This design comes from an exercise in tuning for small area, a short achievable clock period and few clock cycles per item on the open sky130 flow, not from production work. The RTL was checked by simulation tests, not by an equivalence proof against the original design.

## flow/run.sh

```bash
#!/bin/bash
# synth_recipe.tcl (not shown) runs the flow's synth.tcl, then flattens the netlist and writes it again
# the make line also repeats each setting of config.mk as NAME=value (left out here)
make -C /OpenROAD-flow-scripts/flow DESIGN_CONFIG=/design/flow/config.mk WORK_HOME=/design/flow/orfs CLKGATE_MAP_FILE= SYNTH_SCRIPT=/design/flow/synth_recipe.tcl finish
```

## flow/config.mk

```make
export PLATFORM = sky130hd
export DESIGN_NAME = sge_fec_esc
export DESIGN_NICKNAME = sge_fec_esc
export VERILOG_FILES = /design/flow/design.v
export SDC_FILE = /design/flow/constraint.sdc
export NUM_CORES = 4
export LEC_CHECK = 0
export CAP_MARGIN = 20
export CORE_MARGIN = 2
export CORE_UTILIZATION = 40
export SLEW_MARGIN = 20
```

## flow/constraint.sdc

```tcl
create_clock -name core_clock -period 4.0 [get_ports {clk}]
set_input_delay 0.8000 -clock core_clock [delete_from_list [all_inputs] [get_ports {clk}]]
set_output_delay 0.8000 -clock core_clock [all_outputs]
set_load 0.01 [all_outputs]
```

## flow/design.v

```verilog
module sge_rs_encoder (
    input  wire       clk,
    input  wire       rst,
    input  wire       sym_en,
    input  wire       par_mode,
    input  wire [7:0] sym_in,
    output wire [7:0] par_out
);
    function [7:0] gf_mul;
        input [7:0] a;
        input [7:0] b;
        reg   [8:0] x;
        reg   [7:0] p;
        integer     i;
        begin
            p = 8'h00;
            x = {1'b0, a};
            for (i = 0; i < 8; i = i + 1) begin
                if (b[i])
                    p = p ^ x[7:0];
                x = x << 1;
                if (x[8])
                    x = x ^ 9'h187;
            end
            gf_mul = p;
        end
    endfunction
    function [7:0] gen_coef;
        input integer i;
        begin
            case (i)
                0:  gen_coef = 8'h3B;  1:  gen_coef = 8'hB6;  2:  gen_coef = 8'h87;  3:  gen_coef = 8'h77;
                4:  gen_coef = 8'hCD;  5:  gen_coef = 8'hDB;  6:  gen_coef = 8'hB3;  7:  gen_coef = 8'hFB;
                8:  gen_coef = 8'hC5;  9:  gen_coef = 8'hAC;  10: gen_coef = 8'hE8;  11: gen_coef = 8'h4C;
                12: gen_coef = 8'hF2;  13: gen_coef = 8'h54;  14: gen_coef = 8'h0D;  15: gen_coef = 8'h85;
                16: gen_coef = 8'h82;  17: gen_coef = 8'h0D;  18: gen_coef = 8'hFE;  19: gen_coef = 8'hB1;
                20: gen_coef = 8'h37;  21: gen_coef = 8'hAB;  22: gen_coef = 8'hB5;  23: gen_coef = 8'h99;
                24: gen_coef = 8'hE5;  25: gen_coef = 8'hB9;  26: gen_coef = 8'h3C;  27: gen_coef = 8'hF2;
                28: gen_coef = 8'h97;  29: gen_coef = 8'h9E;  30: gen_coef = 8'h3F;  31: gen_coef = 8'h95;
                default: gen_coef = 8'h00;
            endcase
        end
    endfunction
    reg  [7:0] par [0:31];
    wire [7:0] fb = par_mode ? 8'h00 : (sym_in ^ par[31]);
    assign par_out = par[31];
    integer k;
    always @(posedge clk) begin
        if (rst) begin
            for (k = 0; k < 32; k = k + 1)
                par[k] <= 8'h00;
        end else if (sym_en) begin
            par[0] <= gf_mul(fb, gen_coef(0));
            for (k = 1; k < 32; k = k + 1)
                par[k] <= par[k-1] ^ gf_mul(fb, gen_coef(k));
        end
    end
endmodule
module sge_escaper (
    input  wire       clk,
    input  wire       rst,
    input  wire       in_valid,
    output wire       in_ready,
    input  wire [7:0] in_data,
    input  wire       in_last,
    output reg        out_valid,
    input  wire       out_ready,
    output reg  [7:0] out_data,
    output reg        out_last
);
    localparam [7:0] ESC_BYTE  = 8'h54;
    localparam [7:0] SYNC_BYTE = 8'hAB;
    localparam [7:0] SYNC_SUB  = 8'h9F;
    reg       pend;        
    reg [7:0] pend_data;
    reg       pend_last;
    wire out_fire = out_valid && out_ready;
    assign in_ready = !out_valid || (out_ready && !pend);
    wire in_fire  = in_valid && in_ready;
    wire reserved = (in_data == ESC_BYTE) || (in_data == SYNC_BYTE);
    always @(posedge clk) begin
        if (rst) begin
            out_valid <= 1'b0;
            out_data  <= 8'h00;
            out_last  <= 1'b0;
            pend      <= 1'b0;
            pend_data <= 8'h00;
            pend_last <= 1'b0;
        end else if (in_fire) begin
            out_valid <= 1'b1;
            if (reserved) begin
                out_data  <= ESC_BYTE;
                out_last  <= 1'b0;
                pend      <= 1'b1;
                pend_data <= (in_data == SYNC_BYTE) ? SYNC_SUB : ESC_BYTE;
                pend_last <= in_last;
            end else begin
                out_data  <= in_data;
                out_last  <= in_last;
                pend      <= 1'b0;
            end
        end else if (out_fire) begin
            if (pend) begin
                out_data <= pend_data;
                out_last <= pend_last;
                pend     <= 1'b0;
            end else begin
                out_valid <= 1'b0;
            end
        end
    end
endmodule
module sge_fec_esc (
    input  wire       clk,
    input  wire       rst,
    input  wire       in_valid,
    output wire       in_ready,
    input  wire [7:0] in_data,
    input  wire       in_last,
    output wire       out_valid,
    input  wire       out_ready,
    output wire [7:0] out_data,
    output wire       out_last
);
    localparam [1:0] S_MSG = 2'd0;    
    localparam [1:0] S_PAD = 2'd1;    
    localparam [1:0] S_PAR = 2'd2;    
    reg  [1:0] state;
    reg  [7:0] count;       
    reg        msg_done;    
    wire [7:0] par_out;
    wire       cod_ready;
    reg        cod_valid;
    reg  [7:0] cod_data;
    reg        cod_last;
    always @(*) begin
        case (state)
            S_MSG:   begin cod_valid = in_valid; cod_data = in_data; cod_last = 1'b0; end
            S_PAD:   begin cod_valid = 1'b1;     cod_data = 8'h00;   cod_last = 1'b0; end
            default: begin cod_valid = 1'b1;     cod_data = par_out;
                           cod_last  = msg_done && (count == 8'd31); end
        endcase
    end
    wire cod_fire = cod_valid && cod_ready;
    assign in_ready = (state == S_MSG) && cod_ready;
    always @(posedge clk) begin
        if (rst) begin
            state    <= S_MSG;
            count    <= 8'd0;
            msg_done <= 1'b0;
        end else if (cod_fire) begin
            case (state)
                S_MSG: begin
                    msg_done <= in_last;
                    if (count == 8'd222) begin
                        state <= S_PAR;
                        count <= 8'd0;
                    end else begin
                        count <= count + 8'd1;
                        if (in_last)
                            state <= S_PAD;
                    end
                end
                S_PAD: begin
                    if (count == 8'd222) begin
                        state <= S_PAR;
                        count <= 8'd0;
                    end else begin
                        count <= count + 8'd1;
                    end
                end
                default: begin
                    if (count == 8'd31) begin
                        state <= S_MSG;
                        count <= 8'd0;
                    end else begin
                        count <= count + 8'd1;
                    end
                end
            endcase
        end
    end
    sge_rs_encoder u_rs (
        .clk      (clk),
        .rst      (rst),
        .sym_en   (cod_fire),
        .par_mode (state == S_PAR),
        .sym_in   (cod_data),
        .par_out  (par_out)
    );
    sge_escaper u_esc (
        .clk       (clk),
        .rst       (rst),
        .in_valid  (cod_valid),
        .in_ready  (cod_ready),
        .in_data   (cod_data),
        .in_last   (cod_last),
        .out_valid (out_valid),
        .out_ready (out_ready),
        .out_data  (out_data),
        .out_last  (out_last)
    );
endmodule
```

==> flow_summary.yaml <==
status:
  status: "no timing/DRC/antenna violations"
sta:
  period_share_pct: 87.0
  period_needed_ns: 3.48
  fmax_mhz: 287
  setup_viol: 0
  worst_slack_ns: 0.520
  hold_viol_final: 0
  relSlewSlack_pct: 41.6
  drv_slew: 0
  setup-tns-final_ns: 0
  worst_pin_slew_ns: 0.874
  rsz0062_at_grt: "no"
  final.setup_skew_ns: 0.0207
clocking:
  cts_inserted_buffers: 30
  path_clk_slew_ns: 0.06
  cts_setup_buffers: 0
  cts_resized: 0
  clock_latency_ns: 0.58
  clockBufferDepth: 3
  cts_tree: "done"
  clkSinkCount: 282
  cts_hold_buf: 0
  root_buffer: "clkbuf_16"
  cts.htree.levels: 1
detailed_routing:
  drt_iter0_markers: 945
  dr.pass1.iters: 5
  vias_per_cell: 5.04
  drtAntennaViolNets: 0
  vias: 12200
  drt_wl_total_um: 45300
  wl_per_cell_um: 18.7
  drc_errors: 0
synthesis:
  synth.distinct_cells: 61
  synth-edff-count: 0
  synth_top_family_by_area: "XOR/XNOR gates"
  synthArstFlopShare_pct: 0
  synth_compound_area_share_pct: 11.5
  synth-simple-area-share_pct: 14.9
  synthFlopType: "dfxtp_1"
  synth_nets: 1855
  ys_seq_area_share_pct: 34.6
  postSynthAreaPerCell_sq_um: 8.88
  ys_warn_count: 4
  synth_cells: 1840
  muxShareOfSynthArea_pct: 0.575
  synth_adder_area_share_pct: 0.153
  synth-xor-area-share_pct: 33.6
  synth-seq-cells: 282
  synth_area_sq_um: 16300
critical_path:
  crit_buf_inv: 2
  slowest_stage: "dfxtp_1"
  critPathKind: "register to register"
  cp_cell_sequence: "inv_1 -> o21ai_4 -> buf_4 -> xor2_1 -> xor2_2 -> xnor3_1 -> nand2_1 -> a21oi_1"
  slowest_delay_ns: 0.89
  crit_arrival_ns: 3.92
  cp-start-kind: "register"
  required_ns: 4.44
  cp-end-kind: "register"
  crit_fanout: 20
  critical-path-top-delay-family: "XOR/XNOR gates"
placement:
  place_congestion: 0.846
  place_area_sq_um: 17500
  dp.cells: 2368
  port_buffers: 23
  dp_hpwl_um: 31700
  pre_cts_slack_ns: 0.0490
final_layout:
  multi_input_area_sq_um: 9940
  fin_nets: 1883
  drive_above_1_share_pct: 12.5
  syn2layout_area_growth_pct: 13.1
  fillers: 3934
  fin_area_sq_um: 18500
  diodes: 0
  seqCellArea_sq_um: 5650
  fin_util_pct: 45.6
  final_cell_count_no_fill: 2422
grt:
  grt.total_usage_pct: 21.6
  grt_max_degree: 100
  grt_first_pass_wirelength_um: 70300
  grt-ovfl-total: 0
  grt_pass1_vias: 11900
  antenna_found_initial: 0
die:
  die_y_um: 206
  core_area_sq_um: 40600
  die_w_um: 206
  start_util_pct: 40.3
  io_pins: 24
  dieArea_sq_um: 42500
  rows: 74
flow_run:
  drv_cap: 0
hold_path:
  holdCritPathClass: "register to register"
path summary, 6_finish.rpt:
check                                     from                           end  slack (ns)  cells after the start
hold / removal    u_rs.par[15][1]$_SDFFE_PP0P_  u_rs.par[15][1]$_SDFFE_PP0P_        0.46                      2
setup reg to reg         state[1]$_SDFFE_PP0P_  u_rs.par[12][7]$_SDFFE_PP0P_        0.52                      8
setup / recovery         state[1]$_SDFFE_PP0P_  u_rs.par[12][7]$_SDFFE_PP0P_        0.52                      8
hold reg to reg   u_rs.par[15][1]$_SDFFE_PP0P_  u_rs.par[15][1]$_SDFFE_PP0P_        0.46                      2
layer usage:
layer | up-vias | wire [um] | track usage (%) | share of wire, %
met5 | - | 0 | 0 | 0
met4 | 0 | 1360 | 6.96 | 3.0
met3 | 70 | 2260 | 2.73 | 5.0
met2 | 261 | 21000 | 35.5 | 46
met1 | 5826 | 20700 | 29.5 | 46
li1 | 6048 | - | - | -
state kept, by name, indices dropped and copies added (netlist names), 2 cells and up:
signal           flops
count                8
u_esc.out_data       8
state                2
u_rs.par           256
u_esc.pend_data      3
logic make-up after synthesis:
family | Yosys count
xor+xnor | 530
buf+inv | 143
simple gates | 566
fa+ha+maj | 2
flops | 282
compound gates | 308
mux | 9
through the flow:
stage	hold slack [ns]
after detailed placement	0.456
after CTS	0.464
final	0.461
after global routing	0.481
after floorplan	0.432
after global placement	0.439
area by class of cell:
type                    instances  area share [%]
multi-input cells            1415            53.8
flip-flops and latches        282            30.6
repair buffers                132            6.71
clock buffers                  48            4.87
well taps                     532            3.60
clock inverters                 6           0.298
inverters                       7           0.142
tightest hold or removal path: stages, from the launching register on:
cell and delay, ns:
dfxtp_1 0.31, nand2_1 0.05, a21oi_1 0.05
layout by cell type, fill, tap and decap left out, types with 5 or more instances in the layout:
| master | instances |
|---|---|
| mux2i_1 | 6 |
| nor3_1 | 16 |
| nor2_1 | 175 |
| buf_12 | 15 |
| clkbuf_16 | 31 |
| nand3b_1 | 7 |
| xnor2_4 | 10 |
| nor2b_1 | 10 |
| nand2_1 | 271 |
| xor2_4 | 8 |
| clkbuf_8 | 7 |
| clkbuf_1 | 11 |
| xor2_2 | 12 |
| o21ai_0 | 20 |
| or3_1 | 10 |
| clkinv_2 | 5 |
| inv_1 | 6 |
| clkdlybuf4s50_1 | 22 |
| xnor2_2 | 11 |
| or3b_1 | 5 |
| xnor2_1 | 328 |
| xor2_1 | 138 |
| xnor3_1 | 11 |
| a211oi_1 | 97 |
| buf_4 | 94 |
| xor3_1 | 8 |
| a21oi_1 | 168 |
| dfxtp_1 | 282 |
| or2_2 | 13 |
| nand3_1 | 31 |
| o21a_1 | 5 |
synth_stat cells (12+ instances only):
cell / n / share of area [%]
clkbuf_1: 71 / 1.6
a21oi_1: 169 / 5.2
dfxtp_1: 282 / 35
xnor2_1: 328 / 18
xor2_2: 12 / 1.2
buf_2: 14 / 0.43
nor3_1: 16 / 0.49
nor2_1: 176 / 4.0
nand3_1: 31 / 0.95
o21ai_0: 20 / 0.61
xor2_1: 138 / 7.4
buf_1: 17 / 0.39
buf_6: 16 / 1.1
or2_2: 14 / 0.54
nand2_1: 271 / 6.2
a211oi_1: 97 / 4.5
buf_4: 16 / 0.74
Testbench counts, summed over its fixed seeds: cycles 31,096, out bytes 31,088.

-- re-timing with driven ports --
Ports are ideal in the flow. The routed layout listed here was re-timed in OpenROAD.
Step 1, drivers: a clkbuf_16 drives clk and a buf_2 each remaining input, both assumed.
Step 2 also shifts input and output timing later by t, the mid clock arrival at the registers, as if the neighbouring blocks saw the same clock.
Slacks: ideal / step 1 / step 2; pairs: ideal / step 1.
t, ns: 0.624
setup slack, ns: 0.520 / 0.520 / 0.053
hold WS [ns]: 0.461 / 0.461 / 0.461
After both steps setup and hold are still met in this run. The setup slack of this run moves by 0.000 ns with the drivers and by -0.467 ns with both steps.
